From an optimization exercise on the open Yosys and OpenROAD flow, aimed at small area, a short achievable clock period and few clock cycles per item; shortcuts taken in it are not production practice. In this exercise RTL edits were held to simulation tests only and were not proved equivalent to the original.

[flow/design.v]
module pixel_unit (
    input  wire        clk,
    input  wire        rst,
    input  wire        in_valid,
    output wire        in_ready,
    input  wire [2:0]  in_op,
    input  wire [1:0]  in_pal,
    input  wire [15:0] in_thresh,
    input  wire [1:0]  in_x,
    input  wire [1:0]  in_y,
    input  wire [31:0] in_pix,
    output reg         out_valid,
    input  wire        out_ready,
    output reg  [31:0] out_pix,
    output reg  [1:0]  out_idx,
    output reg  [31:0] out_dist,
    output reg         out_err
);
    localparam OP_GREY  = 3'd0;
    localparam OP_FLAT  = 3'd1;
    localparam OP_NONE  = 3'd2;
    localparam OP_BAYER = 3'd3;
    localparam OP_NSQ   = 3'd4;
    localparam OP_NPERC = 3'd5;
    wire [7:0] r = in_pix[7:0];
    wire [7:0] g = in_pix[15:8];
    wire [7:0] b = in_pix[23:16];
    wire [7:0] a = in_pix[31:24];
    wire [17:0] luma_sum = 18'd299 * r + 18'd587 * g + 18'd114 * b;
    wire [7:0]  luma     = luma_sum / 18'd1000;
    wire [15:0] flat_d   = in_thresh - 16'd1;
    wire [25:0] flat_n1  = 26'd2 * r * flat_d + 26'd255;
    wire [15:0] flat_k   = flat_n1 / 26'd510;
    wire [25:0] flat_n2  = 26'd510 * flat_k + flat_d;
    wire [16:0] flat_den = {flat_d, 1'b0};
    wire [25:0] flat_q   = flat_n2 / flat_den;
    wire [7:0]  flat_out = flat_q[7:0];
    wire        flat_bad = (in_thresh < 16'd2);
    wire [7:0] none_out = ({8'd0, r} < in_thresh) ? 8'd0 : 8'd255;
    reg [7:0] bayer_m;
    always @(*) begin
        case ({in_x, in_y})
            4'h0: bayer_m = 8'd15;   4'h1: bayer_m = 8'd135;
            4'h2: bayer_m = 8'd45;   4'h3: bayer_m = 8'd165;
            4'h4: bayer_m = 8'd195;  4'h5: bayer_m = 8'd75;
            4'h6: bayer_m = 8'd225;  4'h7: bayer_m = 8'd105;
            4'h8: bayer_m = 8'd60;   4'h9: bayer_m = 8'd180;
            4'hA: bayer_m = 8'd30;   4'hB: bayer_m = 8'd150;
            4'hC: bayer_m = 8'd240;  4'hD: bayer_m = 8'd120;
            4'hE: bayer_m = 8'd210;  default: bayer_m = 8'd90;
        endcase
    end
    wire [16:0] bayer_sum = {8'd0, r} + {8'd0, bayer_m};
    wire [7:0]  bayer_out = (bayer_sum < {in_thresh, 1'b0}) ? 8'd0 : 8'd255;
    function [23:0] pal_rgb(input [1:0] i);
        case (i)
            2'd0: pal_rgb = 24'h000000;
            2'd1: pal_rgb = 24'hFFFFFF;
            2'd2: pal_rgb = 24'h0000FF;
            default: pal_rgb = 24'h00FFFF;
        endcase
    endfunction
    function [31:0] dist_sq(input [23:0] c, input [23:0] p);
        reg signed [9:0] dr, dg, db;
        reg [17:0] sr, sg, sb;
        begin
            dr = $signed({2'b0, c[7:0]})   - $signed({2'b0, p[7:0]});
            dg = $signed({2'b0, c[15:8]})  - $signed({2'b0, p[15:8]});
            db = $signed({2'b0, c[23:16]}) - $signed({2'b0, p[23:16]});
            sr = dr * dr;
            sg = dg * dg;
            sb = db * db;
            dist_sq = {14'd0, sr} + {14'd0, sg} + {14'd0, sb};
        end
    endfunction
    function [31:0] dist_perc(input [23:0] c, input [23:0] p);
        reg signed [9:0] dr, dg, db;
        reg [17:0] sr, sg, sb;
        reg [9:0] s;
        begin
            dr = $signed({2'b0, c[7:0]})   - $signed({2'b0, p[7:0]});
            dg = $signed({2'b0, c[15:8]})  - $signed({2'b0, p[15:8]});
            db = $signed({2'b0, c[23:16]}) - $signed({2'b0, p[23:16]});
            s  = {2'b0, c[7:0]} + {2'b0, p[7:0]};
            sr = dr * dr;
            sg = dg * dg;
            sb = db * db;
            dist_perc = (32'd1024 + s) * sr + 32'd2048 * sg + (32'd1534 - s) * sb;
        end
    endfunction
    wire        perc    = (in_op == OP_NPERC);
    wire [2:0]  pal_n   = (in_pal == 2'd0) ? 3'd2 : (in_pal == 2'd1) ? 3'd3 : 3'd4;
    wire        pal_bad = (in_pal == 2'd3);
    reg [31:0] d [0:3];
    reg [1:0]  near_idx;
    reg [31:0] near_dist;
    integer i;
    always @(*) begin
        for (i = 0; i < 4; i = i + 1)
            d[i] = perc ? dist_perc(in_pix[23:0], pal_rgb(i[1:0]))
                        : dist_sq(in_pix[23:0], pal_rgb(i[1:0]));
        near_idx  = 2'd0;
        near_dist = d[0];
        for (i = 1; i < 4; i = i + 1)
            if (i < pal_n && d[i] < near_dist) begin
                near_idx  = i[1:0];
                near_dist = d[i];
            end
    end
    wire [31:0] near_col = {8'hFF, pal_rgb(near_idx)};
    reg [31:0] res_pix;
    reg [1:0]  res_idx;
    reg [31:0] res_dist;
    reg        res_err;
    always @(*) begin
        res_pix  = in_pix;
        res_idx  = 2'd0;
        res_dist = 32'd0;
        res_err  = 1'b0;
        case (in_op)
            OP_GREY:  res_pix = {a, b, g, luma};
            OP_FLAT:
                if (flat_bad) res_err = 1'b1;
                else          res_pix = {a, flat_out, flat_out, flat_out};
            OP_NONE:  res_pix = {a, none_out, none_out, none_out};
            OP_BAYER: res_pix = {a, bayer_out, bayer_out, bayer_out};
            OP_NSQ, OP_NPERC:
                if (pal_bad) res_err = 1'b1;
                else begin
                    res_pix  = near_col;
                    res_idx  = near_idx;
                    res_dist = near_dist;
                end
            default:  res_err = 1'b1;
        endcase
    end
    assign in_ready = !out_valid || out_ready;
    always @(posedge clk) begin
        if (rst) begin
            out_valid <= 1'b0;
        end else if (in_ready) begin
            out_valid <= in_valid;
        end
    end
    always @(posedge clk) begin
        if (in_valid && in_ready) begin
            out_pix  <= res_pix;
            out_idx  <= res_idx;
            out_dist <= res_dist;
            out_err  <= res_err;
        end
    end
endmodule
[flow/run.sh]
#!/bin/bash
# synth_recipe.tcl (not shown) runs the flow's synth.tcl, then flattens the netlist and writes it again
# the make line also repeats each setting of config.mk as NAME=value (left out here)
make -C /OpenROAD-flow-scripts/flow DESIGN_CONFIG=/design/flow/config.mk WORK_HOME=/design/flow/orfs CLKGATE_MAP_FILE= SYNTH_SCRIPT=/design/flow/synth_recipe.tcl finish
[flow/config.mk]
export PLATFORM = sky130hd
export DESIGN_NAME = pixel_unit
export DESIGN_NICKNAME = pixel_unit
export VERILOG_FILES = /design/flow/design.v
export SDC_FILE = /design/flow/constraint.sdc
export NUM_CORES = 4
export LEC_CHECK = 0
export CAP_MARGIN = 20
export CORE_MARGIN = 2
export CORE_UTILIZATION = 40
export SLEW_MARGIN = 20
[flow/constraint.sdc]
create_clock -name core_clock -period 125.0 [get_ports {clk}]
set_input_delay 25.0000 -clock core_clock [delete_from_list [all_inputs] [get_ports {clk}]]
set_output_delay 25.0000 -clock core_clock [all_outputs]
set_load 0.01 [all_outputs]
==> results.env <==
WIRE_PER_INST_UM=21.3
GRT_USE_TOTAL_PCT=26.5
YS.FLOP_TYPE='sky130_fd_sc_hd__edfxtp_1'
RR_WORST_DEPTH=3
IO_BUFFERS=129
IO_PINS=130
WL_MET1_UM=131000
CTS-ROOT-BUF='sky130_fd_sc_hd__clkbuf_16'
GRT_RESIDUAL_OVERFLOW=0
DP.FINAL_HPWL_UM=250000
TIMING.REG2REG.SETUP_SLACK_NS=123.09
CP_SLOWEST_CELL='sky130_fd_sc_hd__or4b_4'
CLK-INSERTION-DELAY-LATE_NS=0.44
FINAL_NET_COUNT=14000
CRIT-REG2REG-LAUNCH='out_valid'
WORST-PATH-MAX-FANOUT=17
CTSLONGESTPATHBUFFERS=2
FINISH.INSTANCE_AREA_UM2=98600
FIRST_GLOBAL_VIAS=79000
CRITICAL_PATH_RT_NS=125.15
ROUTE.ANTENNA.REMAINING_NETS=0
DIE_WIDTH_UM=474
POST-ROUTE-DRC-COUNT=0
POST_SYNTH_INSTANCE_AREA_UM2=88400
CLOCK.FMAX_GHz=0.00834
FINALSETUPVIOLATIONS=0
CPLARGESTDELAYFAMILY='compound AO/OA/AOI/OAI gates'
SYNTH_SEQ_CELLS=68
LARGEST_AREA_CONTRIBUTOR_IN_THE_NETLIST='sky130_fd_sc_hd__fa_1'
SYN_INST=10900
STD_CELL_ROWS=172
CRITICAL_PATH.MAX_STAGE_DELAY_NS=0.63
GRT_MAX_DEGREE=66
POST_ROUTE_CELLS_DRIVE_ABOVE_1_SHARE_PCT=9.95
SYNTH-EDFF-COUNT=67
LAYOUT_WORST_PATH_CYCLE_SHARE_PCT=96.0
TOPROUTINGLAYERUSED='met5'
WORST-SLEW-PIN-TRANSITION_NS=1.19
SYNTH_SEQ_AREA_SHARE_PCT=2.30
CLOCK_TREE_FROM_TRITONCTS='done'
YS_ASYNC_SR_FRACTION_PCT=0
FIRST_PASS_ITERS=6
AREA_DELTA_SYNTH_FINAL_PCT=11.5
HOLDPATHEND='out_valid'
CTS_NUM_SINKS=68
DRT-TOTAL-WL_UM=303000
SYN-MEAN-INSTANCE-AREA_UM2=8.09
DRT_ITER0_MARKERS=5937
INITIAL_UTILIZATION_PCT=40.2
FINALMAXSLEWVIOLATIONS=0
YS_WARN_COUNT=2
CLK_PIN_SLEW_WORST_PATHS_NS=0.09
MET2WIRELENGTH_UM=137000
RUN_STATUS='no timing/DRC/antenna violations'
MET3_WIRELENGTH_UM=22400
SYNTHDOMINANTCELLAREASHARE_PCT=26.7
CRITICAL_PATH_CLASS='in2reg'
CAP_VIOL_MAX_COUNT=0
SETUP.WORST_PATH.END_CLASS='flip-flop'
ANTENNA_FOUND_INITIAL=22
DETAIL_ROUTE.VIAS_PER_CELL=5.56
HOLD_VIOL=0
CTS-HOLD-FIX-BUFFERS=0
CORE-AREA_UM2=220000
WORST_SETUP_PATH_START_KIND='input port'
WORST_EP_ARRIVAL_TIME_NS=120.11
DIE_SPAN_IN_Y_UM=474
PATH_COMMON_CELL='sky130_fd_sc_hd__o21a_1'
HOLDCRITSTARTPOINT='out_valid'
WORST_R2R_ENDPOINT='out_dist[3]'
WORST_HOLD_PATH_TYPE='reg2reg'
WORST_SLEW_MARGIN_REL_PCT=20.2
H-TREE-DEPTH=3
CRITICAL_PATH_BUF_INV_COUNT=42
ROUTED-VIA-COUNT=79100
HOLD-PATH-CELL-COUNT=2
SYNTH_AREA_LEADERS='sky130_fd_sc_hd__fa_1, sky130_fd_sc_hd__ha_1, sky130_fd_sc_hd__inv_1, sky130_fd_sc_hd__xnor2_1, sky130_fd_sc_hd__nand2_1'
FINALCRITICALPERIOD_NS=119.96
GLOBAL_ROUTE_WIRE_LENGTH_BEFORE_REPAIR_UM=463000
NUMCTSBUFFERS=9
DIE_AREA_UM2=225000
PLACEDINSTANCEAREA_UM2=95000
TIMING.CLOCK.SKEW_NS=0.0302
GP_CONGESTION=0.951
SYNTHDISTINCTLIBCELLS=150
[per-layer routing]
metal | track usage [%] | up-vias
met3 | 4.20 | 545
met2 | 42.7 | 2665
met5 | 0 | -
met1 | 35.8 | 39000
met4 | 9.58 | 18
li1 | - | 36800
[synthesized netlist by cell type, types with 162 or more instances]
cell type,n
sky130_fd_sc_hd__inv_1,1887
sky130_fd_sc_hd__ha_1,1494
sky130_fd_sc_hd__fa_1,1178
sky130_fd_sc_hd__nand2_1,995
sky130_fd_sc_hd__nor2_1,942
sky130_fd_sc_hd__a21oi_1,555
sky130_fd_sc_hd__xnor2_1,435
sky130_fd_sc_hd__nor3_1,339
sky130_fd_sc_hd__o21ai_0,330
sky130_fd_sc_hd__o21a_1,281
sky130_fd_sc_hd__clkbuf_1,230
sky130_fd_sc_hd__o21bai_1,167
sky130_fd_sc_hd__xor2_1,163
sky130_fd_sc_hd__a21o_1,162
[area by class of cell]
type                       count  area [µm²]
clock inverter                 5        55.1
inverter                    1917        7230
fill                       21600      121000
multi-input combinational   8653       80300
clock buffer                   9         225
timing repair buffer         597        5000
antenna                        5        12.5
tap                         2958        3700
sequential                    68        2030
[worst max path at each step]
stage / depth (start not counted) / slack [ns] / from / endpoint
floorplan: 509 / 0.07 / in_thresh[0] / out_pix[8]
global placement: 482 / 1.17 / in_thresh[3] / out_pix[8]
finish: 493 / 5.04 / in_thresh[4] / out_pix[8]
detailed placement: 478 / -0.90 / in_thresh[3] / out_pix[8]
CTS: 477 / 0.05 / in_pix[6] / out_pix[8]
global route: 497 / -0.62 / in_thresh[4] / out_pix[8]
[through the flow]
| stage | utilization, % | std cells | worst slack, ns | TNS [ns] | hold WS (ns) |
|---|---|---|---|---|---|
| CTS | 43.4 | 14100 | 0.0498 | 0 | 0.542 |
| floorplan | - | 10900 | 0.0720 | 0 | 0.593 |
| finish | 44.9 | 14200 | 5.04 | 0 | 0.544 |
| global placement | 43.3 | 14000 | 1.17 | 0 | 0.506 |
| detailed placement | 43.3 | 14000 | -0.897 | -2.57 | 0.525 |
| global route | 44.9 | 14200 | -0.617 | -1.77 | 0.570 |
[flip-flops by register name (all words and copies together) (netlist names)]
name and flops:
out_idx 2, out_dist 32, out_valid 1, out_err 1
out_pix 32
[cells by family after synthesis]
group,Yosys count,synth area share (%)
multiplexers,177,2.20
buffers and inverters,2213,9.48
flip-flops,68,2.30
adder cells (fa/ha/maj),2676,47.9
other,1,0.00424
AND/OR/NAND/NOR,3104,16.2
AO/OA/AOI/OAI,2086,15.9
XOR/XNOR,603,6.03
[worst reg2reg max path, stage by stage, from the launching register on]
cell and delay (ns):
sky130_fd_sc_hd__dfxtp_1 0.32, sky130_fd_sc_hd__nand2b_1 0.11, sky130_fd_sc_hd__and2_4 0.45, sky130_fd_sc_hd__buf_4 0.57
[what timing repair did]
item,4_1_cts,5_1_grt
setup endpoints to repair,3,9
setup buffers,0,140
gates cloned,0,9
pin swaps,0,110
hold endpoints to repair,0,0
gates resized for setup,10,407
[layout by cell type, fill, tap and decap left out, drive strengths merged, types with 45 or more instances in the layout]
cell type      netlist  routed
inv               1898    1899
ha                1494    1494
fa                1178    1178
nand2              999     999
nor2               945     946
a21oi              556     556
buf                 65     473
xnor2              436     436
o21ai              362     363
nor3               345     345
o21a               281     281
o21bai             167     167
xor2               165     165
a21o               163     163
and2               141     141
o31ai              135     135
clkdlybuf4s50        0     117
nand3              113     114
mux2               106     106
or2                100     100
nand2b              94      94
nor2b               80      80
nand4               73      73
mux2i               70      70
edfxtp              67      67
o211ai              56      56
or3                 45      45
Testbench counts, summed over its fixed seeds: cycles 32,008, items 32,000.

separate check: timing with driven ports:
The flow's constraints put no driver on any port. The routed layout listed below was extracted and timed again, unchanged, in two steps.
Step 1 (the two cells are an assumption about what drives the block):
set clk [get_ports {clk}]
set_driving_cell -lib_cell sky130_fd_sc_hd__clkbuf_16 $clk
set_driving_cell -lib_cell sky130_fd_sc_hd__buf_2 [delete_from_list [all_inputs] $clk]
Step 2 times the ports against the registers' clock, not the clock port: input delays grow and output delays shrink by t, the midpoint of the rising clock arrivals with the driver on.
a / b / c = no drivers / after step 1 / after step 2; a / b = the first two.
t (ns): 0.479
slack for setup (ns): 5.038 / 5.064 / 4.585
hold WS [ns]: 0.544 / 0.544 / 0.544
worst setup path after step 2: input to register
slew at the worst register clock pin (ns): 0.09 / 0.09
After both steps this run still meets setup and hold. The setup slack of this run moves by +0.026 ns with the drivers and by -0.453 ns with both steps.
